From an optimization exercise on the open Yosys and OpenROAD flow, aimed at a short achievable clock period and few clock cycles; shortcuts taken in it are not production practice.
RTL that was checked went through simulation tests only; none was proved equivalent to the original.
The RTL of run 1 was laid out without a check of its function.
No activity file was given, so power comes from the tool's default toggle rates.

## design.v

```verilog
module minicomp_core (
    input  wire       clk,
    input  wire       rst,           
    output wire [7:0] mem_addr,
    input  wire [7:0] mem_rdata,
    output wire       mem_we,
    output wire [7:0] mem_wdata,
    output wire [7:0] io_port,       
    output wire       io_rd,         
    input  wire [7:0] io_rdata,
    input  wire       io_present,    
    output wire       io_wr,         
    output wire [7:0] io_wdata
);
    reg [7:0] x0, x1, x2, x3;
    reg [7:0] addr_q, ir, ipc, nb, ioaddr, wdata_q;
    reg       m_fetch, m_normal, m_memop, m_jimm;
    reg       we_q, rd_q, wr_q;
    reg [3:0] wadd;                  
    reg [3:0] wfast;                 
    reg [3:0] sb;                    
    reg [7:0] xa, xb;                
    reg e_add, e_shl, e_shr, e_not, e_and, e_or, e_xor, e_alu, e_aluw;
    reg e_clf, e_data, e_in, e_outa, e_jmp, e_jmpr, e_jxxx, e_mem, e_st, e_outd;
    reg mo_ld, mo_hit;               
    reg mo_hit1;                     
    reg [31:0]  ic_v;
    reg [95:0]  ic_t;
    reg [255:0] ic_d;
    reg         iw_en, iw_all;       
    reg [4:0]   iw_idx, iw_idxm1;
    reg [2:0]   iw_tag;
    reg [7:0]   iw_d;
    reg         rl_hit;              
    reg [7:0]   rl_d;                
    reg         nb_hit;              
    reg [7:0]   nb_imm;              
    reg         e_ic;                
    reg [7:0]   imm_q;               
    reg       cy, f_al, f_eq, zen;
    reg [7:0] fres;
    wire [7:0] b = mem_rdata;
    wire [7:0] g0 = xa & xb;
    wire [7:0] t0 = xa | xb;
    reg  [8:0] gg, pp;
    reg  [8:0] gn, pn;
    integer k, d, j, m;
    always @(*) begin
        gg = {g0, cy};
        pp = {t0, 1'b0};
        for (d = 1; d < 9; d = d * 2) begin
            gn = gg;
            pn = pp;
            for (k = d; k < 9; k = k + 1) begin
                gn[k] = gg[k] | (pp[k] & gg[k - d]);
                pn[k] = pp[k] & pp[k - d];
            end
            gg = gn;
            pp = pn;
        end
    end
    wire [7:0] sum  = (xa ^ gg[7:0]) ^ xb;
    wire       sum8 = gg[8];
    wire [7:0] hg = xa & ~xb;
    wire [7:0] ht = xa | ~xb;
    reg  [7:0] cg, cp, cgn, cpn;
    always @(*) begin
        cg = hg;
        cp = ht;
        for (d = 1; d < 8; d = d * 2) begin
            cgn = cg;
            cpn = cp;
            for (k = d; k < 8; k = k + 1) begin
                cgn[k] = cg[k] | (cp[k] & cg[k - d]);
                cpn[k] = cp[k] & cp[k - d];
            end
            cg = cgn;
            cp = cpn;
        end
    end
    wire a_gt_b = cg[7];
    wire a_eq_b = &(ht & (~xa | xb));
    wire [7:0] c_oth = ({8{e_shl}} & {xa[6:0], cy})
                     | ({8{e_shr}} & {cy, xa[7:1]})
                     | ({8{e_not}} & ~xa)
                     | ({8{e_and}} & g0)
                     | ({8{e_or}}  & t0)
                     | ({8{e_xor}} & xa & ~xb) | ({8{e_xor}} & ~xa & xb);
    wire [7:0] c    = e_add ? sum : c_oth;
    wire cout = (e_add & sum8) | (e_shl & xa[7]) | (e_shr & xa[0]);
    wire f_z   = zen & (fres == 8'd0);
    wire taken = |(ir[3:0] & {cy, f_al, f_eq, f_z});
    wire [31:0]  v_2  = {ic_v[1:0], ic_v[31:2]};
    wire [95:0]  t_2  = {ic_t[5:0], ic_t[95:6]};
    wire [255:0] d_2  = {ic_d[15:0], ic_d[255:16]};
    wire [31:0]  v_3  = {ic_v[2:0], ic_v[31:3]};
    wire [95:0]  t_3  = {ic_t[8:0], ic_t[95:9]};
    wire [255:0] d_3  = {ic_d[23:0], ic_d[255:24]};
    wire [7:0]   a3   = addr_q + 8'd3;
    wire [7:0]   i3   = ipc + 8'd3;
    wire         la2_h = v_2[addr_q[4:0]] & (t_2[3*addr_q[4:0] +: 3] == a2[7:5]);
    wire [7:0]   la2_d = d_2[8*addr_q[4:0] +: 8];
    wire         la3_h = v_3[addr_q[4:0]] & (t_3[3*addr_q[4:0] +: 3] == a3[7:5]);
    wire [7:0]   la3_d = d_3[8*addr_q[4:0] +: 8];
    wire         li2_h = v_2[ipc[4:0]] & (t_2[3*ipc[4:0] +: 3] == i2[7:5]);
    wire [7:0]   li2_d = d_2[8*ipc[4:0] +: 8];
    wire         li3_h = v_3[ipc[4:0]] & (t_3[3*ipc[4:0] +: 3] == i3[7:5]);
    wire [7:0]   li3_d = d_3[8*ipc[4:0] +: 8];
    wire         upd   = (iw_en & ~iw_all) | (m_memop & we_q);
    wire         lk_hit = rl_hit;
    wire         ld_hit = m_memop ? (nb_hit & ~mo_hit1) : lk_hit;
    wire [7:0]   ld_imm = m_memop ? nb_imm : rl_d;
    wire [7:0] a1 = addr_q + 8'd1;
    wire [7:0] a2 = addr_q + 8'd2;
    wire [7:0] i1 = ipc + 8'd1;
    wire [7:0] i2 = ipc + 8'd2;
    wire b_j  = b[7:4] == 4'd5;
    wire nb_j = nb[7:4] == 4'd5;
    wire e_seq  = e_alu | e_clf | e_in | e_outa | (e_ic & (e_data | e_jmp));
    wire n_seq  = m_normal & (e_seq | (e_jxxx & ~taken));
    wire b_d  = b[7:4] == 4'd2;
    wire b_m  = b[7:4] == 4'd4;
    wire nb_d = nb[7:4] == 4'd2;
    wire nb_m = nb[7:4] == 4'd4;
    wire [7:0] b_seq  = (b_m & lk_hit) ? rl_d : (b_j | (b_d & lk_hit)) ? a2 : a1;
    wire       nbh    = nb_hit & ~mo_hit1;
    wire [7:0] nb_seq = (nb_m & nbh) ? nb_imm : (nb_j | (nb_d & nbh)) ? i2 : i1;
    wire       load_b  = m_fetch | n_seq;
    wire       load_nb = m_memop & ~mo_hit;
    wire       load    = load_b | load_nb;
    wire [7:0] ir_nx   = m_memop ? nb : b;
    wire [7:0] xf = c_oth
                  | ({8{e_in & ir[2]}} & ioaddr)
                  | ({8{e_in & ~ir[2] & io_present}} & io_rdata)
                  | ({8{e_in & ~ir[2] & ~io_present}} & xb)
                  | ({8{e_data & e_ic}} & imm_q)
                  | ({8{(e_data & ~e_ic) | mo_ld}} & b);
    wire [3:0] na  = 4'b0001 << ir_nx[3:2];
    wire [3:0] nbs = 4'b0001 << ir_nx[1:0];
    wire [7:0] xsa = ({8{na[0]}} & x0) | ({8{na[1]}} & x1) | ({8{na[2]}} & x2) | ({8{na[3]}} & x3);
    wire [7:0] xsb = ({8{nbs[0]}} & x0) | ({8{nbs[1]}} & x1) | ({8{nbs[2]}} & x2) | ({8{nbs[3]}} & x3);
    wire       fa_add = |(wadd & na);
    wire       fa_f   = |(wfast & na);
    wire       fb_add = |(wadd & nbs);
    wire       fb_f   = |(wfast & nbs);
    wire nx_add  = ir_nx[7:4] == 4'd8;
    wire nx_aluw = ir_nx[7] & (ir_nx[6:4] != 3'd7);
    wire nx_fast = (nx_aluw & ~nx_add) | (ir_nx[7:4] == 4'd2) | (ir_nx[7:3] == 5'b01110);
    always @(posedge clk) begin
        if (rst) begin
            x0 <= 8'd0; x1 <= 8'd0; x2 <= 8'd0; x3 <= 8'd0;
            addr_q <= 8'd0;
            ioaddr <= 8'd0;
            m_fetch <= 1'b1; m_normal <= 1'b0; m_memop <= 1'b0; m_jimm <= 1'b0;
            we_q <= 1'b0; rd_q <= 1'b0; wr_q <= 1'b0;
            wadd <= 4'd0; wfast <= 4'd0;
            e_add <= 1'b0; e_shl <= 1'b0; e_shr <= 1'b0; e_not <= 1'b0; e_and <= 1'b0;
            e_or <= 1'b0; e_xor <= 1'b0; e_alu <= 1'b0; e_aluw <= 1'b0;
            e_clf <= 1'b0; e_data <= 1'b0; e_in <= 1'b0; e_outa <= 1'b0;
            e_jmp <= 1'b0; e_jmpr <= 1'b0; e_jxxx <= 1'b0; e_mem <= 1'b0; e_st <= 1'b0;
            e_outd <= 1'b0;
            mo_ld <= 1'b0; mo_hit <= 1'b0; mo_hit1 <= 1'b0;
            ic_v <= 32'd0; e_ic <= 1'b0;
            iw_en <= 1'b0;
            rl_hit <= 1'b0;
            cy <= 1'b0; f_al <= 1'b0; f_eq <= 1'b0; zen <= 1'b0; fres <= 8'd0;
        end else begin
            if (wadd[0]) x0 <= sum; else if (wfast[0]) x0 <= xf;
            if (wadd[1]) x1 <= sum; else if (wfast[1]) x1 <= xf;
            if (wadd[2]) x2 <= sum; else if (wfast[2]) x2 <= xf;
            if (wadd[3]) x3 <= sum; else if (wfast[3]) x3 <= xf;
            if (e_alu) begin
                cy <= cout; f_al <= a_gt_b; f_eq <= a_eq_b; zen <= e_aluw; fres <= c;
            end
            if (e_clf) begin
                cy <= 1'b0; f_al <= 1'b0; f_eq <= 1'b0; zen <= 1'b0;
            end
            if (e_outa) ioaddr <= xb;
            wadd   <= {4{load & nx_add}} & nbs;
            wfast  <= ({4{load & nx_fast}} & nbs)
                    | ({4{m_normal & e_mem & ~e_st & ~e_outd}} & sb);   
            e_alu  <= load & ir_nx[7];
            e_aluw <= load & nx_aluw;
            e_add  <= load & nx_add;
            e_shl  <= load & (ir_nx[7:4] == 4'd9);
            e_shr  <= load & (ir_nx[7:4] == 4'd10);
            e_not  <= load & (ir_nx[7:4] == 4'd11);
            e_and  <= load & (ir_nx[7:4] == 4'd12);
            e_or   <= load & (ir_nx[7:4] == 4'd13);
            e_xor  <= load & (ir_nx[7:4] == 4'd14);
            e_mem  <= load & ((ir_nx[7:5] == 3'd0) | (ir_nx[7:2] == 6'b011110));
            e_st   <= load & (ir_nx[7:4] == 4'd1);
            e_outd <= load & (ir_nx[7:2] == 6'b011110);
            e_data <= load & (ir_nx[7:4] == 4'd2);
            e_jmpr <= load & (ir_nx[7:4] == 4'd3);
            e_jmp  <= load & (ir_nx[7:4] == 4'd4);
            e_jxxx <= load & (ir_nx[7:4] == 4'd5);
            e_clf  <= load & (ir_nx[7:4] == 4'd6);
            e_in   <= load & (ir_nx[7:3] == 5'b01110);
            e_outa <= load & (ir_nx[7:2] == 6'b011111);
            rd_q   <= load & (ir_nx[7:2] == 6'b011100);
            if ((m_fetch | n_seq) & ~(b_m & lk_hit))
                rl_hit <= ~upd & ((b_j | (b_d & lk_hit)) ? la3_h : la2_h);
            else if (m_normal & e_data)
                rl_hit <= ~upd & la2_h;
            else if (m_memop & ~mo_hit)
                rl_hit <= ~upd & ~(nb_m & nbh) & ((nb_j | (nb_d & nbh)) ? li3_h : li2_h);
            else
                rl_hit <= 1'b0;
            e_ic   <= load & ld_hit & ((ir_nx[7:4] == 4'd2) | (ir_nx[7:4] == 4'd4) | (ir_nx[7:4] == 4'd5));
            iw_en  <= (m_normal & ~e_ic & (e_data | e_jmp)) | m_jimm | (m_memop & we_q);
            iw_all <= ~m_memop;
            for (j = 0; j < 32; j = j + 1)
                if (iw_en & (iw_idx == j) & iw_all) ic_v[j] <= 1'b1;
            we_q <= 1'b0;
            wr_q <= 1'b0;
            mo_ld <= 1'b0;
            mo_hit <= 1'b0;
            mo_hit1 <= 1'b0;
            m_fetch  <= 1'b0;
            m_normal <= load;
            m_memop  <= 1'b0;
            m_jimm   <= 1'b0;
            if (m_fetch) begin
                addr_q <= b_seq;
            end
            if (m_normal) begin
                if (n_seq) begin
                    addr_q <= b_seq;
                end else if (e_mem) begin
                    addr_q <= xa;
                    we_q <= e_st;
                    wr_q <= e_outd;
                    mo_ld <= ~e_st & ~e_outd;
                    mo_hit <= e_st & (xa == ipc);    
                    mo_hit1 <= e_st & (xa == i1);
                    m_memop <= 1'b1;
                end else if (e_jxxx & e_ic) begin    
                    addr_q <= imm_q;
                    m_fetch <= 1'b1;
                end else if (e_jxxx) begin           
                    addr_q <= ipc;
                    m_jimm <= 1'b1;
                end else if (e_data) begin
                    addr_q <= a1;
                    m_fetch <= 1'b1;
                end else if (e_jmp) begin
                    addr_q <= b;
                    m_fetch <= 1'b1;
                end else begin                       
                    addr_q <= xb;
                    m_fetch <= 1'b1;
                end
            end
            if (m_memop) begin
                if (mo_hit) begin                    
                    addr_q <= ipc;
                    m_fetch <= 1'b1;
                end else begin
                    addr_q <= nb_seq;
                end
            end
            if (m_jimm) begin
                addr_q <= b;
                m_fetch <= 1'b1;
            end
        end
    end
    always @(posedge clk) begin
        if (load) begin
            ir <= ir_nx;
            sb <= nbs;
        end
        xa <= fa_add ? sum : fa_f ? xf : xsa;
        xb <= fb_add ? sum : fb_f ? xf : xsb;
        if (load_b) ipc <= a1;
        else if (load_nb) ipc <= i1;
        for (m = 0; m < 32; m = m + 1)
            if (iw_en & (iw_idx == m) & (iw_all | (ic_v[m] & (ic_t[3*m +: 3] == iw_tag)))) begin
                ic_t[3*m +: 3] <= iw_tag;
                ic_d[8*m +: 8] <= iw_d;
            end
        if (load) imm_q <= ld_imm;
        if ((m_fetch | n_seq) & ~(b_m & lk_hit)) begin
            rl_d <= (b_j | (b_d & lk_hit)) ? la3_d : la2_d;
        end else if (m_normal & e_data) begin
            rl_d <= la2_d;
        end else begin
            rl_d <= (nb_j | (nb_d & nbh)) ? li3_d : li2_d;
        end
        iw_idx   <= addr_q[4:0];
        iw_idxm1 <= addr_q[4:0] - 5'd1;
        iw_tag   <= addr_q[7:5];
        iw_d     <= m_memop ? wdata_q : b;
        if (e_mem) begin
            nb <= b;
            nb_hit <= rl_hit;
            nb_imm <= rl_d;
            wdata_q <= xb;
        end
    end
    assign mem_addr  = addr_q;
    assign mem_we    = we_q;
    assign mem_wdata = wdata_q;
    assign io_port   = ioaddr;
    assign io_rd     = rd_q;
    assign io_wr     = wr_q;
    assign io_wdata  = wdata_q;
endmodule
```

## constraint.sdc

```tcl
create_clock -name core_clock -period 5.0 [get_ports {clk}]
set_input_delay 1.0000 -clock core_clock [delete_from_list [all_inputs] [get_ports {clk}]]
set_output_delay 1.0000 -clock core_clock [all_outputs]
set_load 0.01 [all_outputs]
```

## config.mk

```make
export PLATFORM = sky130hd
export DESIGN_NAME = minicomp_core
export DESIGN_NICKNAME = minicomp_core
export VERILOG_FILES = /design/flow/design.v
export SDC_FILE = /design/flow/constraint.sdc
export NUM_CORES = 4
export LEC_CHECK = 0
export ABC_CLOCK_PERIOD_IN_PS = 1000
export CAP_MARGIN = 20
export CORE_MARGIN = 2
export CORE_UTILIZATION = 40
export PLACE_DENSITY = 0.6
export SETUP_SLACK_MARGIN = 3.5
export SLEW_MARGIN = 20
```

## run.sh

```bash
#!/bin/bash
# synth_recipe.tcl (not shown) runs the flow's synth.tcl, then flattens the netlist and writes it again
# the make line also repeats each setting of config.mk as NAME=value (left out here)
make -C /OpenROAD-flow-scripts/flow DESIGN_CONFIG=/design/flow/config.mk WORK_HOME=/design/flow/orfs CLKGATE_MAP_FILE= SYNTH_SCRIPT=/design/flow/synth_recipe.tcl finish
```

==> results.toml, run 1 <==
[sta]
finalHoldViolations = 0
final.min_clock_period_ps = 3100
slew_headroom_pct = 21.3
finClkSkew_ps = 26.2
postLayoutSetupSlackWorst_ps = 1900
slew_viol_final = 0
tns_ps = 0
fin_crit_sh_pct = 62.0
rsz0062_at_grt = "true"
fmax_ghz = 0.323
setup_viol = 0
max_slew.worst_pin.slew_ps = 1180

[clocking]
insertion_delay_ps = 630
tritoncts = "done"
clock-sinks = 573
cts.clk_slew.worst_paths_ps = 60
cts_root_buffer = "clkbuf_16"
numCtsBuffers = 67
hold_buffers = 0
cts_buffer_depth = 3
htreeDepth = 3

[setup_path]
crit_path_max_fanout = 7
required_ps = 5570
reg2reg_depth = 9
cp-start-kind = "flop"
worstSetupPathType = "flop to flop"
worst_setup_path_end_kind = "flop"
slowest_stage = "nor2b_1"
path_cells = "nor2b_1, nand2_1, a21oi_1, a211oi_2, xnor2_1, or4_4, or3_1, o211ai_1, o311a_1"
arrival_ps = 3670
cp_slowest_stage_delay_ps = 730

[hold_path]
hold_depth = 0
min_path_type = "flop to flop"

[routing]
first_pass_iters = 8
wl_um = 157000
routed-via-count = 32035
post-route-drc-count = 0
wl_per_cell_um = 32.6
first_iter_violations = 4370
postRouteAntennaNets = 0
routed_via_density = 6.65

[job]
cap_violations = 0

[grt]
track_usage_pct = 31.5
grt_pass1_wl_um = 216000
grt_max_degree = 67
grt.overflow.total = 0
grt_pass1_vias = 29994
antenna_found_initial = 7

[run_status]
status = "no timing/DRC/antenna violations"

[die]
die_h_um = 309
num_rows = 111
dieArea_sq_um = 95200
initial_utilization_pct = 40.4
core_sq_um = 91800
ios = 54
die-width_um = 309

[synthesis]
yosys.area.top_type = "edfxtp_1"
synth_edf_count = 402
ys_async_sr_fraction_pct = 0
synthFlopType = "edfxtp_1"
synth_nets = 3194
synth_warnings = 1
ys_top_cells_by_area = "edfxtp_1 33%, mux4_2 16%, mux2i_1 12%"
postSynthCellCount = 3135
synth_top_area_share_pct = 32.5
ys_seq_elements = 573
netlist_area_sq_um = 37100
avgSynthCellArea_sq_um = 11.8
synth.distinct_cells = 78
yosysSeqAreaShare_pct = 41.7

[power]
vdd_drop_max_mv = 0.225
p_per_area_nw_per_um2 = 335
leakagePower_uw = 0.0176

[placed_design]
io_buffer_count = 53
place_hpwl_um = 92500
gp_congestion = 0.956
post-place-ws_ps = 1180

[final_layout]
max_flop_register = "ic_d"
final_common_cell = "mux2i_1"
drive_gt1_share_pct = 42.4
syn_to_final_growth_pct = 36.9
largest_reg_flops = 256
nNetsFinal = 3581
diodes = 0
final_cell_mix = "433 x mux2i_1, 402 x edfxtp_1, 274 x mux4_2, 234 x buf_4, 231 x nand2_1"
top_regs = "ic_d (256), ic_t (96), ic_v (32)"
power by group:
group	internal [uW]	total [uW]	switching, uW	leakage (uW)
sequential	5310	5660	348	0.00508
combinational	2900	6180	3280	0.0114
clock	3080	5200	2120	0.00113
final timing paths:
check	slack, ps	startpoint	to
max	1900	ipc[3]	rl_hit
max reg2reg	1900	ipc[3]	rl_hit
min	490	rl_d[0]	nb_imm[0]
min reg2reg	490	rl_d[0]	nb_imm[0]
timing repair:
item,CTS,global route
endpoints found under the hold margin,0,0
resized for setup,662,194
buffers inserted,290,112
pin swaps,164,143
endpoints found under the setup margin,664,564
cloned,35,21
layout make-up:
type | count | area (sq um)
inverters | 58 | 343
flip-flops and latches | 573 | 15700
well taps | 1243 | 1560
fillers | 7235 | 41000
clock inverters | 29 | 340
repair buffers | 587 | 7580
repair inverters | 3 | 36.3
clock buffers | 95 | 1970
multi-input cells | 2232 | 23300
kinds of logic (layout without fill, tap and decap cells):
logic type                 count (synthesis)  after routing  share of synthesized area (%)
buffers and inverters                    337            772                           4.36
AOI/OAI and AO/OA                        570            570                           10.2
DFF                                      573            573                           41.7
xor gates and xnor gates                 156            156                           3.68
and+or+nand+nor                          699            706                           8.37
muxes                                    760            760                           30.3
adders and majority gates                 40             40                           1.37
Yosys cell counts (all sizes together) (45+ instances only):
master  count
a31oi      50
mux4      283
nor2      209
inv        55
nor3       47
a21oi     133
buf       139
clkbuf    140
xnor2     117
edfxtp    402
a211oi     74
o21ai     102
nand3      45
dfxtp     171
nand2     270
mux2i     434
metrics by stage:
stage	hold slack [ps]	util (%)	std cells	power, uW	area [sq um]
after detailed placement	474	44.2	4238	10200	40600
after CTS	478	52.8	4687	16400	48500
after global routing	494	55.4	4820	17500	50800
final	488	55.4	4820	17000	50800
after floorplan	382	-	3135	9020	39900
after global placement	473	44.1	4231	10100	40500
per-layer routing:
metal | wire [um] | track usage, %
met5 | 85 | 0
met4 | 11300 | 17.7
met3 | 17800 | 6.81
met2 | 69400 | 47.6
met1 | 58600 | 42.0
worst max-delay path: cells and delay by family, from the launching register on:
family | cells | cell delay, ps
compound gates | 4 | 660
xor+xnor | 1 | 150
simple gates | 4 | 1640
flops | 1 | 570
==> run 2: changes to the inputs <==
--- a/design.v
+++ b/design.v
@@ -31,8 +31,10 @@
     reg [4:0]   iw_idx, iw_idxm1;
     reg [2:0]   iw_tag;
     reg [7:0]   iw_d;
-    reg         rl_hit;              
-    reg [7:0]   rl_d;                
+    reg [3:0]   rl_h;                
+    reg [31:0]  rl_dd;               
+    reg [3:0]   rl_s;                
+    reg         rl_u;                
     reg         nb_hit;              
     reg [7:0]   nb_imm;              
     reg         e_ic;                
@@ -107,7 +109,9 @@
     wire         li3_h = v_3[ipc[4:0]] & (t_3[3*ipc[4:0] +: 3] == i3[7:5]);
     wire [7:0]   li3_d = d_3[8*ipc[4:0] +: 8];
     wire         upd   = (iw_en & ~iw_all) | (m_memop & we_q);
-    wire         lk_hit = rl_hit;
+    wire         lk_hit = ~rl_u & |(rl_s & rl_h);
+    wire [7:0]   rl_d   = ({8{rl_s[0]}} & rl_dd[7:0])   | ({8{rl_s[1]}} & rl_dd[15:8])
+                        | ({8{rl_s[2]}} & rl_dd[23:16]) | ({8{rl_s[3]}} & rl_dd[31:24]);
     wire         ld_hit = m_memop ? (nb_hit & ~mo_hit1) : lk_hit;
     wire [7:0]   ld_imm = m_memop ? nb_imm : rl_d;
     wire [7:0] a1 = addr_q + 8'd1;
@@ -162,7 +166,7 @@
             mo_ld <= 1'b0; mo_hit <= 1'b0; mo_hit1 <= 1'b0;
             ic_v <= 32'd0; e_ic <= 1'b0;
             iw_en <= 1'b0;
-            rl_hit <= 1'b0;
+            rl_s <= 4'd0;
             cy <= 1'b0; f_al <= 1'b0; f_eq <= 1'b0; zen <= 1'b0; fres <= 8'd0;
         end else begin
             if (wadd[0]) x0 <= sum; else if (wfast[0]) x0 <= xf;
@@ -200,13 +204,13 @@
             e_outa <= load & (ir_nx[7:2] == 6'b011111);
             rd_q   <= load & (ir_nx[7:2] == 6'b011100);
             if ((m_fetch | n_seq) & ~(b_m & lk_hit))
-                rl_hit <= ~upd & ((b_j | (b_d & lk_hit)) ? la3_h : la2_h);
+                rl_s <= (b_j | (b_d & lk_hit)) ? 4'b0010 : 4'b0001;
             else if (m_normal & e_data)
-                rl_hit <= ~upd & la2_h;
-            else if (m_memop & ~mo_hit)
-                rl_hit <= ~upd & ~(nb_m & nbh) & ((nb_j | (nb_d & nbh)) ? li3_h : li2_h);
+                rl_s <= 4'b0001;
+            else if (m_memop & ~mo_hit & ~(nb_m & nbh))
+                rl_s <= (nb_j | (nb_d & nbh)) ? 4'b1000 : 4'b0100;
             else
-                rl_hit <= 1'b0;
+                rl_s <= 4'b0000;
             e_ic   <= load & ld_hit & ((ir_nx[7:4] == 4'd2) | (ir_nx[7:4] == 4'd4) | (ir_nx[7:4] == 4'd5));
             iw_en  <= (m_normal & ~e_ic & (e_data | e_jmp)) | m_jimm | (m_memop & we_q);
             iw_all <= ~m_memop;
@@ -281,20 +285,16 @@
                 ic_d[8*m +: 8] <= iw_d;
             end
         if (load) imm_q <= ld_imm;
-        if ((m_fetch | n_seq) & ~(b_m & lk_hit)) begin
-            rl_d <= (b_j | (b_d & lk_hit)) ? la3_d : la2_d;
-        end else if (m_normal & e_data) begin
-            rl_d <= la2_d;
-        end else begin
-            rl_d <= (nb_j | (nb_d & nbh)) ? li3_d : li2_d;
-        end
+        rl_h  <= {li3_h, li2_h, la3_h, la2_h};
+        rl_dd <= {li3_d, li2_d, la3_d, la2_d};
+        rl_u  <= upd;
         iw_idx   <= addr_q[4:0];
         iw_idxm1 <= addr_q[4:0] - 5'd1;
         iw_tag   <= addr_q[7:5];
         iw_d     <= m_memop ? wdata_q : b;
         if (e_mem) begin
             nb <= b;
-            nb_hit <= rl_hit;
+            nb_hit <= lk_hit;
             nb_imm <= rl_d;
             wdata_q <= xb;
         end
--- a/config.mk
+++ b/config.mk
@@ -9,6 +9,8 @@
 export CAP_MARGIN = 20
 export CORE_MARGIN = 2
 export CORE_UTILIZATION = 40
+export CTS_CLUSTER_DIAMETER = 60
+export CTS_CLUSTER_SIZE = 24
 export PLACE_DENSITY = 0.6
 export SETUP_SLACK_MARGIN = 3.5
 export SLEW_MARGIN = 20
==> results.toml, run 2 <==
[die]
die-width_um = 310
core_sq_um = 92900
num_rows = 112
ios = 54
die_h_um = 310
initial_utilization_pct = 40.2
dieArea_sq_um = 95900

[synthesis]
postSynthCellCount = 3164
synth.distinct_cells = 81
ys_seq_elements = 605
ys_async_sr_fraction_pct = 0
yosysSeqAreaShare_pct = 43.2
synth_warnings = 1
avgSynthCellArea_sq_um = 11.8
yosys.area.top_type = "edfxtp_1"
ys_top_cells_by_area = "edfxtp_1 32%, mux4_2 15%, dfxtp_1 11%"
netlist_area_sq_um = 37400
synth_edf_count = 402
yosysMostFrequentCell = "edfxtp_1"
synth_nets = 3223
synthFlopType = "edfxtp_1"
yosys-top-cells-count = "402 x edfxtp_1, 319 x mux2i_1, 257 x mux4_2, 242 x nand2_1, 229 x nor2_1"
synth_top_area_share_pct = 32.3

[hold_path]
hold_depth = 0
min_path_type = "flop to flop"
worstHoldStart = "addr_q[4]"
hold_end = "iw_idx[4]"

[setup_path]
reg2reg_slack_ps = 2460
reg2reg_depth = 9
worst_setup_path_end_kind = "flop"
arrival_ps = 3150
required_ps = 5610
crit_path_max_fanout = 14
cp-start-kind = "flop"
worstSetupPathType = "flop to flop"
rr_endpoint = "rl_h[2]"
regToRegStartpoint = "ipc[2]"

[final_layout]
final_cell_mix = "402 x edfxtp_1, 306 x mux2i_1, 292 x buf_4, 260 x mux4_2, 194 x nor2_1"
drive_gt1_share_pct = 49.5
final_common_cell = "edfxtp_1"
syn_to_final_growth_pct = 44.4
fillers = 6922
diodes = 0
largest_reg_flops = 256
nNetsFinal = 3717
max_flop_register = "ic_d"
top_regs = "ic_d (256), ic_t (96)"

[grt]
antenna_found_initial = 3
grt_max_degree = 63
track_usage_pct = 33.2
grt.overflow.total = 0
grt_pass1_wl_um = 228000
grt_pass1_vias = 31496

[sta]
slew_viol_final = 0
final.min_clock_period_ps = 2540
setup_viol = 0
finClkSkew_ps = 46.7
fin_crit_sh_pct = 50.8
tns_ps = 0
finalHoldViolations = 0
max_slew.worst_pin.slew_ps = 1110
slew_headroom_pct = 26.2
rsz0062_at_grt = "true"
fmax_ghz = 0.394

[job]
cap_violations = 0

[routing]
wl_met2_um = 72300
postRouteAntennaNets = 0
post-route-drc-count = 0
highest_layer = "met5"
wl_per_cell_um = 34.7
first_pass_iters = 6
wl_met3_um = 25800
wl_um = 172000
wl_met1_um = 61600
first_iter_violations = 4858
routed_via_density = 6.84
routed-via-count = 33938

[clocking]
cts_buffer_depth = 3
tritoncts = "done"
clock-sinks = 605
cts.clk_slew.worst_paths_ps = 90
numCtsBuffers = 58
htreeDepth = 2
insertion_delay_ps = 710
hold_buffers = 0
cts_root_buffer = "clkbuf_16"

[power]
p_per_area_nw_per_um2 = 377
p_total_uw = 20400
vdd_drop_max_mv = 0.356
leakagePower_uw = 0.0191

[run_status]
status = "no timing/DRC/antenna violations"

[placed_design]
io_buffer_count = 53
gp_congestion = 0.990
place_hpwl_um = 90600
## run 2: changes by cell type in the layout (fill, tap and decap cells not counted), sizes merged, moves of 14 or more
| cell | delta |
|---|---|
| buf | +115 |
| mux2i | -115 |
| a31oi | -33 |
| dfxtp | +32 |
| a211oi | +31 |
| clkbuf | -28 |
| inv | +26 |
| nand2 | -25 |
| o21ai | -25 |
| mux4 | -20 |
| nor2 | +18 |
| a2111oi | +17 |
| xor2 | +15 |
| nor3 | +14 |
## run 2: worst max path at each step
stage | slack (ps) | endpoint | cells past startpoint | startpoint
5_1_grt | 2460 | fres[7] | 10 | xb[0]
6_report | 2460 | rl_h[2] | 9 | ipc[2]
2_1_floorplan | 2630 | xb[1] | 9 | mem_rdata[1]
3_3_place_gp | 1560 | xb[0] | 9 | mem_rdata[1]
4_1_cts | 2610 | rl_h[2] | 10 | ipc[0]
3_5_place_dp | 1490 | xb[0] | 9 | mem_rdata[1]
## run 2: metal layers
layer | vias up | GRT usage, %
li1 | 13327 | -
met1 | 17006 | 44.1
met2 | 2866 | 49.1
met3 | 733 | 10.3
met4 | 6 | 16.3
met5 | - | 0
## run 2: per-stage QoR
step	util [%]	cell area [sq um]	worst slack (ps)	std cells	hold WS (ps)
after floorplan	-	40200	2630	3164	382
after global placement	43.4	40300	1560	4249	451
after detailed placement	43.4	40400	1490	4253	451
after CTS	54.0	50200	2610	4761	424
after global routing	58.1	54000	2460	4962	416
final	58.1	54000	2460	4962	423
## run 2: area by class of cell
cell class / count / area (sq um) / share of cell area [%]
Multi-Input combinational cell: 2218 / 24000 / 44.5
Sequential cell: 605 / 16300 / 30.2
Timing Repair Buffer: 714 / 9580 / 17.7
Tap cell: 1254 / 1570 / 2.91
Clock buffer: 62 / 1480 / 2.73
Clock inverter: 48 / 683 / 1.27
Inverter: 59 / 308 / 0.570
Timing Repair inverter: 2 / 15.0 / 0.0278
## run 2: critical path: stages (launching register included)
cell and delay, ps:
edfxtp_1 480, buf_6 170, buf_16 170, nand3b_1 250, buf_4 310, o221ai_1 170
a211oi_2 350, a21oi_1 170, xnor2_1 170, nor3_2 200
## run 2: repair_timing
item                       CTS  global route
resized for setup          947           323
setup buffers              342           173
setup endpoints to repair  665           585
hold endpoints to repair     0             0
pin swaps                  202           181
gates cloned                56            28
## run 2: report_power, final
| part | internal [uW] | switching [uW] |
|---|---|---|
| Combinational | 4480 | 4820 |
| Clock | 2390 | 2620 |
| Sequential | 5670 | 383 |
| Total | 12500 | 7830 |
## run 2: cell families (layout without fill, tap and decap cells)
family | Yosys count | after routing | synth area share (%)
AO/OA/AOI/OAI | 638 | 639 | 11.9
XOR/XNOR | 163 | 163 | 3.82
adder cells (fa/ha/maj) | 40 | 40 | 1.36
buffers and inverters | 352 | 885 | 4.94
flip-flops | 605 | 605 | 43.2
multiplexers | 625 | 625 | 25.7
AND/OR/NAND/NOR | 741 | 751 | 9.07
Testbench counts of run 2, summed over its fixed seeds: cycles 81,712.
==> run 3: changes to the inputs <==
--- a/config.mk
+++ b/config.mk
@@ -9,8 +9,6 @@
 export CAP_MARGIN = 20
 export CORE_MARGIN = 2
 export CORE_UTILIZATION = 40
-export CTS_CLUSTER_DIAMETER = 60
-export CTS_CLUSTER_SIZE = 24
 export PLACE_DENSITY = 0.6
-export SETUP_SLACK_MARGIN = 3.5
+export SETUP_SLACK_MARGIN = 3.3
 export SLEW_MARGIN = 20
==> results.toml, run 3 <==
[final_layout]
final_common_cell = "edfxtp_1"
top_regs = "ic_d (256), ic_t (96)"
max_flop_register = "ic_d"
instances_no_fill = 4925
syn_to_final_growth_pct = 41.8
fillers = 7070
drive_gt1_share_pct = 46.5
final_cell_mix = "402 x edfxtp_1, 311 x mux2i_1, 266 x buf_4, 261 x mux4_2, 213 x nand2_1"
nNetsFinal = 3670
fin_util_pct = 57.1
largest_reg_flops = 256

[die]
dieArea_sq_um = 95900
num_rows = 112
die_h_um = 310
core_sq_um = 92900
ios = 54
initial_utilization_pct = 40.2
die-width_um = 310

[setup_path]
worst_setup_path_end_kind = "flop"
slowest_stage = "mux4_2"
crit_path_max_fanout = 6
required_ps = 5530
cp-start-kind = "flop"
arrival_ps = 3080
worstSetupPathType = "flop to flop"
path_cells = "buf_6, buf_16, buf_12, buf_4, mux4_2, a22o_1, a211oi_2, a21oi_2, xnor2_1, nor3_2"
cp_slowest_stage_delay_ps = 490

[grt]
busiest_layer = "met2"
grt_max_degree = 61
track_usage_pct = 33.8
grt_pass1_vias = 31983
grt_pass1_wl_um = 232000
use_met2_pct = 48.7
antenna_found_initial = 2
use_met3_pct = 11.1
grt.overflow.total = 0
grtUsageMet1_pct = 44.3

[sta]
rsz0062_at_grt = "true"
slew_headroom_pct = 30.9
hold_slack_ps = 490
fin_crit_sh_pct = 51.0
slew_viol_final = 0
final.min_clock_period_ps = 2550
finClkSkew_ps = 52.1
fmax_ghz = 0.392
tns_ps = 0
max_slew.worst_pin.slew_ps = 1030
setup_viol = 0
finalHoldViolations = 0

[power]
leakagePower_uw = 0.0187
p_total_uw = 20400
p_clk_share_pct = 25.6
p_per_area_nw_per_um2 = 384
pwr-share-seq_pct = 29.8
vdd_drop_max_mv = 0.277
p_sw_uw = 7400
power.share.switching_pct = 36.4
pwr-share-comb_pct = 44.6
internal-power_uw = 12900

[synthesis]
synth.distinct_cells = 81
yosys.area.top_type = "edfxtp_1"
synth_top_area_share_pct = 32.3
ys_top_cells_by_area = "edfxtp_1 32%, mux4_2 15%, dfxtp_1 11%"
postSynthCellCount = 3164
synth_nets = 3223
ys_seq_elements = 605
synth_edf_count = 402
yosysMostFrequentCell = "edfxtp_1"
synth_warnings = 1
yosysSeqAreaShare_pct = 43.2
netlist_area_sq_um = 37400
ys_async_sr_fraction_pct = 0
synthFlopType = "edfxtp_1"
yosys-top-cells-count = "402 x edfxtp_1, 319 x mux2i_1, 257 x mux4_2, 242 x nand2_1, 229 x nor2_1"
avgSynthCellArea_sq_um = 11.8

[clocking]
cts.clk_slew.worst_paths_ps = 60
cts_root_buffer = "clkbuf_16"
hold_buffers = 0
tritoncts = "done"
htreeDepth = 3
insertion_delay_ps = 660
numCtsBuffers = 70
clock-sinks = 605
cts_buffer_depth = 3

[placed_design]
io_buffer_count = 53
place_hpwl_um = 89300
gp_congestion = 0.978
dp.cells = 4248

[routing]
wl_um = 171000
first_pass_iters = 9
first_iter_violations = 5494
post-route-drc-count = 0
routed_via_density = 6.78
postRouteAntennaNets = 0
wl_per_cell_um = 34.7
routed-via-count = 33388

[hold_path]
min_path_type = "flop to flop"

[job]
cap_violations = 0

[run_status]
status = "no timing/DRC/antenna violations"
-- run 3: cell type report --
type,count,area [sq um],area share (%)
Sequential cell,605,16300,30.7
Timing Repair Buffer,655,8950,16.9
Clock inverter,39,354,0.668
Inverter,59,305,0.576
Tap cell,1254,1570,2.96
Clock buffer,90,1910,3.60
Antenna cell,3,7.51,0.0142
Timing Repair inverter,2,12.5,0.0236
Multi-Input combinational cell,2218,23600,44.5
-- run 3: logic make-up after synthesis --
logic type	after synthesis	share of synthesized area, %
XOR/XNOR	163	3.82
flip-flops	605	43.2
AND/OR/NAND/NOR	741	9.07
AO/OA/AOI/OAI	638	11.9
buffers and inverters	352	4.94
adder cells (fa/ha/maj)	40	1.36
multiplexers	625	25.7
-- run 3: metal layers --
| metal | vias to the layer above | share of wire, % | wire length [um] |
|---|---|---|---|
| met5 | - | 0.039 | 66 |
| met4 | 6 | 7.1 | 12200 |
| met3 | 671 | 15 | 25500 |
| met2 | 2798 | 42 | 71700 |
| met1 | 16687 | 36 | 61600 |
| li1 | 13226 | - | - |
-- run 3: worst max-delay path: cells and delay by family (launching register included) --
family | cells | cell delay [ps]
multiplexers | 1 | 490
XOR/XNOR | 1 | 210
buffers and inverters | 4 | 590
AO/OA/AOI/OAI | 3 | 690
AND/OR/NAND/NOR | 1 | 50
flip-flops | 1 | 380
-- run 3: timing repair --
action | 4_1_cts | 5_1_grt
gates cloned | 68 | 21
pin swaps | 224 | 174
buffers inserted | 352 | 104
setup endpoints to repair | 588 | 565
gates resized for setup | 875 | 231
endpoints found under the hold margin | 0 | 0
-- run 3: final timing paths --
check	endpoint	slack [ps]	start	depth (start not counted)
min	wfast[2]	490	sb[2]	1
min reg2reg	wfast[2]	490	sb[2]	1
max reg2reg	rl_h[2]	2450	ipc[0]	10
max	rl_h[2]	2450	ipc[0]	10
-- run 3: power by group through the flow --
| stage | clock network (uW) | registers [uW] | logic, uW |
|---|---|---|---|
| final | 5210 | 6060 | 9080 |
| after global routing | 5410 | 6070 | 9270 |
| after CTS | 5210 | 6040 | 7890 |
| after detailed placement | 0 | 6330 | 5220 |
| after global placement | 0 | 6310 | 5160 |
| after floorplan | 0 | 5910 | 4500 |
-- run 3: per-stage QoR --
step	setup slack, ps	cell area [sq um]
5_1_grt	2450	53000
2_1_floorplan	2630	39900
4_1_cts	2630	50500
6_report	2450	53000
3_3_place_gp	1570	40100
3_5_place_dp	1510	40200
==> run 4: changes to the inputs <==
--- a/config.mk
+++ b/config.mk
@@ -10,5 +10,5 @@
 export CORE_MARGIN = 2
 export CORE_UTILIZATION = 40
 export PLACE_DENSITY = 0.6
-export SETUP_SLACK_MARGIN = 3.3
+export SETUP_SLACK_MARGIN = 3.8
 export SLEW_MARGIN = 20
==> results.toml, run 4 <==
[synthesis]
synth_nets = 3223
synth.distinct_cells = 81
netlist_area_sq_um = 37400
yosysSeqAreaShare_pct = 43.2
yosys-top-cells-count = "402 x edfxtp_1, 319 x mux2i_1, 257 x mux4_2, 242 x nand2_1, 229 x nor2_1"
yosys.area.top_type = "edfxtp_1"
synthFlopType = "edfxtp_1"
synth_top_area_share_pct = 32.3
yosysMostFrequentCell = "edfxtp_1"
avgSynthCellArea_sq_um = 11.8
synth_edf_count = 402
ys_async_sr_fraction_pct = 0
synth_warnings = 1
ys_seq_elements = 605
postSynthCellCount = 3164
ys_top_cells_by_area = "edfxtp_1 32%, mux4_2 15%, dfxtp_1 11%"

[hold_path]
hold_depth = 1
min_path_type = "flop to flop"

[grt]
grt.overflow.total = 0
antenna_found_initial = 4
grt_pass1_wl_um = 235000
track_usage_pct = 34.2
grt_pass1_vias = 32069
grt_max_degree = 77

[sta]
tns_ps = 0
setup_viol = 0
fmax_ghz = 0.402
finalHoldViolations = 0
rsz0062_at_grt = "true"
finClkSkew_ps = 60.1
hold_slack_ps = 470
slew_viol_final = 0
slew_headroom_pct = 20.4
final.min_clock_period_ps = 2490
max_slew.worst_pin.slew_ps = 1190
fin_crit_sh_pct = 49.8

[job]
cap_violations = 0

[die]
ios = 54
num_rows = 112
core_sq_um = 92900
dieArea_sq_um = 95900
initial_utilization_pct = 40.2
die_h_um = 310
die-width_um = 310

[setup_path]
crit_path_max_fanout = 12
cp-start-kind = "flop"
worst_setup_path_end_kind = "flop"
arrival_ps = 3050
required_ps = 5560
worstSetupPathType = "flop to flop"
reg2reg_depth = 8

[clocking]
tritoncts = "done"
hold_buffers = 0
cts_buffer_depth = 3
htreeDepth = 3
cts.clk_slew.worst_paths_ps = 60
numCtsBuffers = 73
insertion_delay_ps = 670
cts_root_buffer = "clkbuf_16"
clock-sinks = 605

[routing]
routed-via-count = 33541
first_iter_violations = 5375
postRouteAntennaNets = 0
post-route-drc-count = 0
wl_per_cell_um = 35.3
routed_via_density = 6.85
wl_um = 173000
first_pass_iters = 8

[final_layout]
final_cell_mix = "402 x edfxtp_1, 309 x mux2i_1, 260 x mux4_2, 226 x buf_4, 189 x nor2_1"
drive_gt1_share_pct = 47.7
largest_reg_flops = 256
top_regs = "ic_d (256), ic_t (96)"
syn_to_final_growth_pct = 42.0
max_flop_register = "ic_d"
final_common_cell = "edfxtp_1"
multiInputGateArea_sq_um = 23900
nNetsFinal = 3641
regArea_sq_um = 16300
fillers = 7027

[power]
p_total_uw = 20300
p_per_area_nw_per_um2 = 382
vdd_drop_max_mv = 0.295
leakagePower_uw = 0.0186

[run_status]
status = "no timing/DRC/antenna violations"

[placed_design]
gp_congestion = 0.959
io_buffer_count = 53
place_hpwl_um = 89300
## run 4: layout make-up
class	instances	area share, %
repair inverters	2	0.0377
diodes	1	0.00472
flip-flops and latches	605	30.7
multi-input cells	2218	45.1
clock buffers	103	3.91
repair buffers	623	15.9
inverters	59	0.615
well taps	1254	2.96
clock inverters	33	0.773
## run 4: what timing repair did
action / in CTS / in global routing
resized for setup: 933 / 233
setup endpoints to repair: 979 / 641
setup buffers: 343 / 91
gates cloned: 67 / 13
pin swaps: 216 / 145
## run 4: where the power goes
part / switching, uW / internal (uW) / leakage (uW)
Clock: 2350 / 3330 / 0.00121
Sequential: 432 / 5670 / 0.00536
Combinational: 4540 / 3950 / 0.0120
## run 4: worst max-delay path, cell delays in order, from the launching register on
cell and delay, ps:
edfxtp_1 410, buf_12 180, buf_4 250, and2b_2 600, a211oi_1 210, a21oi_2 350
xnor2_1 170, nand3_1 80, nor3_1 130
## run 4: metal layers
layer	global-route usage, %	wire [um]
met1	43.9	60700
met2	49.4	72400
met3	12.1	26200
met4	21.0	13500
met5	0	12
## run 4: kinds of logic (layout without fill, tap and decap cells)
logic type	Yosys count	in the layout	share of synthesized area, %
xor+xnor	163	163	3.82
simple gates	741	751	9.07
buf+inv	352	820	4.94
fa+ha+maj	40	40	1.36
compound gates	638	639	11.9
mux	625	625	25.7
other cells	0	1	0
flops	605	605	43.2
## run 4: final timing paths
check,slack (ps),to,startpoint
hold / removal,470,wfast[1],sb[1]
setup reg to reg,2510,rl_h[3],ipc[3]
hold reg to reg,470,wfast[1],sb[1]
setup / recovery,2510,rl_h[3],ipc[3]
## run 4: metrics by stage
step	worst slack, ps	instances	instance area, sq um	util [%]
CTS	2600	4793	50800	54.6
global route	2450	4897	53100	57.1
finish	2510	4898	53100	57.1
floorplan	2630	3164	40300	-
global placement	1440	4241	40300	43.4
detailed placement	1420	4247	40400	43.5
==> run 5: changes to the inputs <==
--- a/config.mk
+++ b/config.mk
@@ -10,5 +10,5 @@
 export CORE_MARGIN = 2
 export CORE_UTILIZATION = 40
 export PLACE_DENSITY = 0.6
-export SETUP_SLACK_MARGIN = 3.8
+export SETUP_SLACK_MARGIN = 3.5
 export SLEW_MARGIN = 20
==> results.toml, run 5 <==
[routing]
routed-via-count = 33692
postRouteAntennaNets = 0
post-route-drc-count = 0
wl_um = 169000
routed_via_density = 6.77
wl_per_cell_um = 33.9
first_iter_violations = 5175
first_pass_iters = 10

[setup_path]
worstSetupPathType = "flop to flop"
reg2reg_slack_ps = 2540
cp-start-kind = "flop"
worst_setup_path_end_kind = "flop"
rr_endpoint = "rl_h[3]"
regToRegStartpoint = "ipc[0]"
crit_path_max_fanout = 6
required_ps = 5550
reg2reg_depth = 10
arrival_ps = 3000

[grt]
grt_pass1_vias = 32175
track_usage_pct = 33.5
grt_pass1_wl_um = 231000
grt_max_degree = 72
antenna_found_initial = 5
grt.overflow.total = 0

[placed_design]
gp_congestion = 0.990
io_buffer_count = 53
place_hpwl_um = 90600
dp.cells = 4253

[die]
initial_utilization_pct = 40.2
die-width_um = 310
die_h_um = 310
dieArea_sq_um = 95900
core_sq_um = 92900
num_rows = 112
ios = 54

[synthesis]
synth_top_area_share_pct = 32.3
synth.distinct_cells = 81
ys_async_sr_fraction_pct = 0
synth_nets = 3223
yosys-top-cells-count = "402 x edfxtp_1, 319 x mux2i_1, 257 x mux4_2, 242 x nand2_1, 229 x nor2_1"
yosysSeqAreaShare_pct = 43.2
synth_warnings = 1
avgSynthCellArea_sq_um = 11.8
synthFlopType = "edfxtp_1"
yosys.area.top_type = "edfxtp_1"
yosysMostFrequentCell = "edfxtp_1"
ys_top_cells_by_area = "edfxtp_1 32%, mux4_2 15%, dfxtp_1 11%"
ys_seq_elements = 605
netlist_area_sq_um = 37400
postSynthCellCount = 3164
synth_edf_count = 402

[sta]
finClkSkew_ps = 65.6
max_slew.worst_pin.slew_ps = 1110
fin_crit_sh_pct = 49.1
setup_viol = 0
final.min_clock_period_ps = 2460
hold_slack_ps = 469
finalHoldViolations = 0
fmax_ghz = 0.407
tns_ps = 0
slew_headroom_pct = 26.1
slew_viol_final = 0
rsz0062_at_grt = "true"

[run_status]
status = "no timing/DRC/antenna violations"

[clocking]
insertion_delay_ps = 660
numCtsBuffers = 71
tritoncts = "done"
cts_buffer_depth = 3
cts.clk_slew.worst_paths_ps = 60
cts_root_buffer = "clkbuf_16"
hold_buffers = 0
clock-sinks = 605
htreeDepth = 3

[hold_path]
min_path_type = "flop to flop"
hold_depth = 1
hold_end = "wfast[2]"
worstHoldStart = "sb[2]"

[final_layout]
final_common_cell = "edfxtp_1"
final_cell_mix = "402 x edfxtp_1, 306 x mux2i_1, 289 x buf_4, 261 x mux4_2, 191 x nor2_1"
fillers = 6897
fin_util_pct = 58.2
instances_no_fill = 4973
top_regs = "ic_d (256), ic_t (96)"
syn_to_final_growth_pct = 44.8
largest_reg_flops = 256
drive_gt1_share_pct = 49.5
max_flop_register = "ic_d"
nNetsFinal = 3717

[power]
p_per_area_nw_per_um2 = 384
vdd_drop_max_mv = 0.280
leakagePower_uw = 0.0191

[job]
cap_violations = 0
==> run 5: worst max path at each step <==
stage                             from           to  slack, ps  cells past startpoint
after floorplan           mem_rdata[1]        xb[1]       2630                      9
after global placement    mem_rdata[1]        xb[0]       1560                      9
after detailed placement  mem_rdata[1]        xb[0]       1490                      9
after CTS                    addr_q[0]  mem_addr[0]       2600                      3
after global routing            ipc[0]      rl_h[3]       2500                     10
final                           ipc[0]      rl_h[3]       2540                     10
==> run 5: area by class of cell <==
type	instances	area [sq um]	share of cell area, %
timing repair buffer	703	9350	17.3
inverter	59	310	0.574
multi-input combinational	2216	24000	44.4
clock buffer	87	1960	3.62
clock inverter	45	587	1.08
timing repair inverter	2	12.5	0.0231
antenna	2	5.00	0.00925
sequential	605	16300	30.1
tap	1254	1570	2.90
==> run 5: timing repair <==
action	4_1_cts	5_1_grt
pin swaps	237	162
hold endpoints to repair	0	0
setup endpoints to repair	669	592
gates cloned	62	16
buffers inserted	389	119
gates resized for setup	994	294
==> run 5: where the power goes <==
part | internal (uW) | switching (uW) | total (uW)
clock | 3390 | 2340 | 5730
sequential | 5670 | 413 | 6090
combinational | 4330 | 4640 | 8970
total | 13400 | 7390 | 20800
==> run 5: stage by stage <==
| step | setup slack [ps] | total power [uW] | cell area, sq um |
|---|---|---|---|
| floorplan | 2630 | 10400 | 40200 |
| global placement | 1560 | 11500 | 40300 |
| detailed placement | 1490 | 11600 | 40400 |
| CTS | 2600 | 19700 | 51400 |
| global route | 2500 | 21200 | 54100 |
| finish | 2540 | 20800 | 54100 |
==> run 5: cell families after synthesis <==
| family | share of synthesized area [%] |
|---|---|
| AO/OA/AOI/OAI | 11.9 |
| XOR/XNOR | 3.82 |
| adder cells (fa/ha/maj) | 1.36 |
| buffers and inverters | 4.94 |
| flip-flops | 43.2 |
| multiplexers | 25.7 |
| AND/OR/NAND/NOR | 9.07 |
==> run 5: metal layers <==
metal	GRT usage (%)	up-vias	wire length, um
li1	-	13329	-
met1	44.6	16817	60600
met2	49.8	2855	71800
met3	10.5	685	25500
met4	15.5	6	10500
met5	0	-	124
==> run 5: worst max-delay path, stage by stage (launching register included) <==
cell and delay [ps]:
edfxtp_1 350, buf_6 150, buf_8 150, buf_12 130, buf_8 110, mux4_2 500, a22o_1 250, a211oi_4 330
a21oi_2 60, xnor2_1 140, nor3_1 180
==> run 6: changes to the inputs <==
--- a/config.mk
+++ b/config.mk
@@ -8,7 +8,7 @@
 export ABC_CLOCK_PERIOD_IN_PS = 1000
 export CAP_MARGIN = 20
 export CORE_MARGIN = 2
-export CORE_UTILIZATION = 40
-export PLACE_DENSITY = 0.6
+export CORE_UTILIZATION = 32
+export PLACE_DENSITY = 0.55
 export SETUP_SLACK_MARGIN = 3.5
 export SLEW_MARGIN = 20
==> results.toml, run 6 <==
[final_layout]
final_common_cell = "edfxtp_1"
max_flop_register = "ic_d"
final_cell_mix = "402 x edfxtp_1, 302 x mux2i_1, 274 x buf_4, 261 x mux4_2, 194 x nor2_1"
largest_reg_flops = 256
syn_to_final_growth_pct = 47.1
fillers = 9753
nNetsFinal = 3741
top_regs = "ic_d (256), ic_t (96)"
instances_no_fill = 5264
drive_gt1_share_pct = 50.1

[clocking]
cts.clk_slew.worst_paths_ps = 70
numCtsBuffers = 70
cts_buffer_depth = 3
cts_root_buffer = "clkbuf_16"
insertion_delay_ps = 660
tritoncts = "done"
htreeDepth = 3
clock-sinks = 605

[synthesis]
synth.distinct_cells = 81
postSynthCellCount = 3164
ys_async_sr_fraction_pct = 0
synth_top_area_share_pct = 32.3
synth_nets = 3223
yosys-top-cells-count = "402 x edfxtp_1, 319 x mux2i_1, 257 x mux4_2, 242 x nand2_1, 229 x nor2_1"
synth_warnings = 1
netlist_area_sq_um = 37400
ys_seq_elements = 605
ys_top_cells_by_area = "edfxtp_1 32%, mux4_2 15%, dfxtp_1 11%"
avgSynthCellArea_sq_um = 11.8
yosys.area.top_type = "edfxtp_1"
synth_edf_count = 402
yosysSeqAreaShare_pct = 43.2
synthFlopType = "edfxtp_1"
yosysMostFrequentCell = "edfxtp_1"

[placed_design]
post-place-ws_ps = 1490
gp_congestion = 0.959
io_buffer_count = 53
place_hpwl_um = 89900
dp.cells = 4518

[die]
dieArea_sq_um = 120000
initial_utilization_pct = 32.2
core_sq_um = 116000
die_h_um = 346
die-width_um = 346
num_rows = 125
ios = 54

[sta]
slew_viol_final = 0
max_slew.worst_pin.slew_ps = 1090
setup_viol = 0
tns_ps = 0
fin_crit_sh_pct = 52.4
finClkSkew_ps = 44.8
finalHoldViolations = 0
slew_headroom_pct = 27.2
fmax_ghz = 0.382
postLayoutSetupSlackWorst_ps = 2380
final.min_clock_period_ps = 2620
rsz0062_at_grt = "true"

[routing]
wl_per_cell_um = 34.6
routed_via_density = 6.48
postRouteAntennaNets = 0
wl_um = 182000
first_pass_iters = 10
first_iter_violations = 5573
routed-via-count = 34116
post-route-drc-count = 0

[run_status]
status = "no timing/DRC/antenna violations"

[setup_path]
path_cells = "buf_16, buf_6, mux4_2, a22oi_2, a22oi_1, xnor2_1, nor4_1"
cp_top_family = "compound AO/OA/AOI/OAI gates"
cp_slowest_stage_delay_ps = 610
cp-start-kind = "flop"
required_ps = 5560
crit_path_max_fanout = 6
worst_setup_path_end_kind = "flop"
worstSetupPathType = "flop to flop"
path_buf_inv = 2
slowest_stage = "a22oi_2"
arrival_ps = 3190

[job]
cap_violations = 0

[grt]
grt_max_degree = 51
antenna_found_initial = 4
grt.overflow.total = 0
track_usage_pct = 27.7
grt_pass1_vias = 31574
grt_pass1_wl_um = 240000

[power]
leakagePower_uw = 0.0192
p_per_area_nw_per_um2 = 382
vdd_drop_max_mv = 0.240

[hold_path]
min_path_type = "flop to flop"
run 6: cell counts after synthesis:
No cell type changed its count.
run 6: metal layers:
metal | vias up | share of wire [%] | GRT usage, %
li1 | 13380 | - | -
met3 | 870 | 15 | 10.5
met2 | 2792 | 41 | 39.6
met4 | 7 | 7.8 | 14.9
met5 | - | 0.077 | 0
met1 | 17067 | 36 | 36.1
run 6: cells by family (layout without fill, tap and decap cells):
| logic type | after synthesis | in the layout | synth area share [%] |
|---|---|---|---|
| simple gates | 741 | 750 | 9.07 |
| fa+ha+maj | 40 | 40 | 1.36 |
| mux | 625 | 625 | 25.7 |
| flops | 605 | 605 | 43.2 |
| buf+inv | 352 | 917 | 4.94 |
| xor+xnor | 163 | 163 | 3.82 |
| other cells | 0 | 2 | 0 |
| compound gates | 638 | 638 | 11.9 |
run 6: power breakdown:
| group | internal (uW) | switching, uW | total, uW |
|---|---|---|---|
| logic | 4600 | 4930 | 9530 |
| registers | 5670 | 393 | 6070 |
| clock network | 3110 | 2290 | 5400 |
run 6: repair_timing:
action                     CTS  global route
gates resized for setup    971           367
pin swaps                  197           169
buffers inserted           386           141
hold buffers                 0             0
setup endpoints to repair  680           582
gates cloned                70            19
run 6: metrics by stage:
stage	hold WS [ps]	util (%)	total power, uW	cell area [sq um]
after floorplan	382	-	10400	40200
after global placement	447	35.0	11600	40700
after detailed placement	453	35.1	11600	40700
after CTS	468	44.3	19500	51400
after global routing	484	47.4	21400	55000
final	467	47.4	21000	55000
run 6: worst paths after layout:
check / cells after the start / to / from / slack, ps
setup / recovery: 7 / rl_h[1] / addr_q[0] / 2380
hold / removal: 1 / wfast[0] / sb[0] / 470
setup reg to reg: 7 / rl_h[1] / addr_q[0] / 2380
hold reg to reg: 1 / wfast[0] / sb[0] / 470
run 6: area by class of cell:
cell class	instances	area (sq um)	share of cell area, %
Clock inverter	44	457	0.831
Clock buffer	84	1880	3.41
Inverter	59	309	0.562
Sequential cell	605	16300	29.7
Tap cell	1524	1910	3.47
Timing Repair Buffer	728	9980	18.2
Multi-Input combinational cell	2216	24100	43.8
Antenna cell	2	5.00	0.00910
Timing Repair inverter	2	17.5	0.0319
==> run 7: changes to the inputs <==
--- a/config.mk
+++ b/config.mk
@@ -8,7 +8,7 @@
 export ABC_CLOCK_PERIOD_IN_PS = 1000
 export CAP_MARGIN = 20
 export CORE_MARGIN = 2
-export CORE_UTILIZATION = 32
-export PLACE_DENSITY = 0.55
+export CORE_UTILIZATION = 50
+export PLACE_DENSITY = 0.65
 export SETUP_SLACK_MARGIN = 3.5
 export SLEW_MARGIN = 20
==> results.toml, run 7 <==
[run_status]
status = "no timing/DRC/antenna violations"

[sta]
finalHoldViolations = 0
tns_ps = 0
hold_slack_ps = 459
fin_crit_sh_pct = 53.3
slew_headroom_pct = 26.6
fmax_ghz = 0.375
rsz0062_at_grt = "true"
final.min_clock_period_ps = 2660
slew_viol_final = 0
max_slew.worst_pin.slew_ps = 1100
setup_viol = 0
finClkSkew_ps = 39.3

[placed_design]
place_area_sq_um = 40000
gp_congestion = 0.994
io_buffer_count = 53
place_hpwl_um = 89200

[power]
p_per_area_nw_per_um2 = 388
leakagePower_uw = 0.0194
vdd_drop_max_mv = 0.302
pwr-share-seq_pct = 28.7
internal-power_uw = 13300
power.share.switching_pct = 37.1
p_sw_uw = 7850
p_clk_share_pct = 25.2
pwr-share-comb_pct = 46.1
p_total_uw = 21200

[setup_path]
rr_endpoint = "rl_h[2]"
cp_top_family = "buffers and inverters"
path_cells = "buf_6, buf_4, bufbuf_16, mux2i_1, o22ai_1, a211oi_1, a21oi_1, xnor2_1, nor3_2"
worstSetupPathType = "flop to flop"
crit_path_max_fanout = 28
worst_setup_path_end_kind = "flop"
cp-start-kind = "flop"
slowest_stage = "edfxtp_1"
required_ps = 5530
reg2reg_slack_ps = 2340
regToRegStartpoint = "ipc[0]"
reg2reg_depth = 9
arrival_ps = 3190
cp_slowest_stage_delay_ps = 420
path_buf_inv = 3

[final_layout]
final_common_cell = "edfxtp_1"
drive_gt1_share_pct = 50.1
final_cell_mix = "402 x edfxtp_1, 310 x mux2i_1, 287 x buf_4, 261 x mux4_2, 193 x nand2_1"
syn_to_final_growth_pct = 46.1
nNetsFinal = 3750
max_flop_register = "ic_d"
top_regs = "ic_d (256), ic_t (96)"
stdcell_area_sq_um = 54600
largest_reg_flops = 256

[grt]
grt_pass1_vias = 33138
track_usage_pct = 44.4
grt_pass1_wl_um = 244000
grt_max_degree = 57
antenna_found_initial = 6
grt.overflow.total = 0

[clocking]
tritoncts = "done"
clock-sinks = 605
htreeDepth = 3
cts_root_buffer = "clkbuf_16"
insertion_delay_ps = 660
cts.clk_slew.worst_paths_ps = 70
cts_buffer_depth = 3
numCtsBuffers = 70
hold_buffers = 0

[routing]
routed-via-count = 35814
wl_um = 187000
routed_via_density = 7.58
wl_per_cell_um = 39.6
postRouteAntennaNets = 0
first_iter_violations = 6649
first_pass_iters = 11
post-route-drc-count = 0

[synthesis]
synth_warnings = 1
yosysSeqAreaShare_pct = 43.2
ys_top_cells_by_area = "edfxtp_1 32%, mux4_2 15%, dfxtp_1 11%"
synth_top_area_share_pct = 32.3
synth.distinct_cells = 81
synth_nets = 3223
synthFlopType = "edfxtp_1"
avgSynthCellArea_sq_um = 11.8
synth_edf_count = 402
yosys-top-cells-count = "402 x edfxtp_1, 319 x mux2i_1, 257 x mux4_2, 242 x nand2_1, 229 x nor2_1"
netlist_area_sq_um = 37400
ys_seq_elements = 605
ys_async_sr_fraction_pct = 0
postSynthCellCount = 3164
yosys.area.top_type = "edfxtp_1"
yosysMostFrequentCell = "edfxtp_1"

[die]
ios = 54
num_rows = 100
core_sq_um = 74200
die-width_um = 277
die_h_um = 277
initial_utilization_pct = 50.4
dieArea_sq_um = 77000

[hold_path]
min_path_type = "flop to flop"
hold_end = "mo_ld"
hold_depth = 1
worstHoldStart = "e_outd"

[job]
cap_violations = 0
==> run 7: how the worst max path moves through the flow <==
stage                 startpoint            to  slack [ps]  cells after the start
floorplan           mem_rdata[1]         xb[1]        2630                      9
detailed placement        ipc[3]       rl_h[3]        1460                      7
finish                    ipc[0]       rl_h[2]        2340                      9
CTS                   wdata_q[3]  mem_wdata[3]        2650                      1
global route              ipc[0]       rl_h[2]        2330                     10
global placement    mem_rdata[1]         xb[0]        1530                      9
==> run 7: kinds of logic after synthesis <==
logic type | count (synthesis) | synth area share (%)
compound gates | 638 | 11.9
mux | 625 | 25.7
flops | 605 | 43.2
fa+ha+maj | 40 | 1.36
buf+inv | 352 | 4.94
simple gates | 741 | 9.07
xor+xnor | 163 | 3.82
==> run 7: metrics by stage <==
stage | setup WS [ps] | util, % | std cells
finish | 2340 | 73.6 | 4722
global route | 2330 | 73.6 | 4718
CTS | 2650 | 69.3 | 4549
detailed placement | 1460 | 53.9 | 3960
global placement | 1530 | 53.8 | 3954
floorplan | 2630 | - | 3164
==> run 7: power groups by stage <==
| stage | logic (uW) | clock network [uW] | registers, uW |
|---|---|---|---|
| final | 9770 | 5340 | 6070 |
| after detailed placement | 5270 | 0 | 6300 |
| after floorplan | 4530 | 0 | 5910 |
| after global placement | 5230 | 0 | 6300 |
| after CTS | 8220 | 5300 | 6060 |
| after global routing | 9820 | 5530 | 6080 |
==> run 7: layout make-up <==
class / instances / area (sq um)
clock inverters: 34 / 353
well taps: 969 / 1210
fillers: 4336 / 19600
flip-flops and latches: 605 / 16300
repair buffers: 735 / 10100
inverters: 59 / 317
multi-input cells: 2218 / 24300
diodes: 5 / 12.5
repair inverters: 2 / 12.5
clock buffers: 95 / 1950
==> run 7: what timing repair did <==
item                       4_1_cts  5_1_grt
setup endpoints to repair      655      596
gates resized for setup        974      336
gates cloned                    79       13
buffers inserted               381      155
pin swaps                      242      195
==> run 7: per-layer routing <==
layer | vias up | wire [um] | global-route usage [%]
met1 | 17442 | 59200 | 53.1
met3 | 1336 | 30900 | 18.3
li1 | 13394 | - | -
met5 | - | 395 | 0
met2 | 3628 | 76600 | 64.6
met4 | 14 | 19800 | 32.3

separate check: timing with driven ports:
The flow's constraints put no driver on any port. The routed layouts listed below were extracted and timed again, unchanged, in two steps.
Step 1: set_driving_cell puts a clkbuf_16 on clk and a buf_2 on each other input, an assumption about the parent block.
Step 2 moves the port delays by t, midway between the first and last clock arrival at a register: inputs arrive t later, outputs are due t later. That takes back most of the time a late clock gives input paths.
Three values: no drivers, after step 1, after step 2; two values: the first two.
run | t (ns) | slack for setup (ns) | worst register clock-pin slew, ns
run 1 | 0.685 | 1.901 / 1.901 / 1.901 | 0.07 / 0.07
run 2 | 0.764 | 2.461 / 2.461 / 2.159 | 0.10 / 0.10
run 3 | 0.700 | 2.451 / 2.451 / 2.162 | 0.07 / 0.07
run 4 | 0.712 | 2.512 / 2.504 / 2.118 | 0.07 / 0.07
run 5 | 0.701 | 2.545 / 2.534 / 2.190 | 0.07 / 0.07
run 6 | 0.714 | 2.379 / 2.379 / 2.126 | 0.07 / 0.07
run 7 | 0.705 | 2.336 / 2.336 / 2.224 | 0.07 / 0.07
After both steps every run listed still meets setup and hold. For run 4, which loses most, drivers alone change the setup slack by -0.008 ns; drivers and shift together by -0.394 ns.
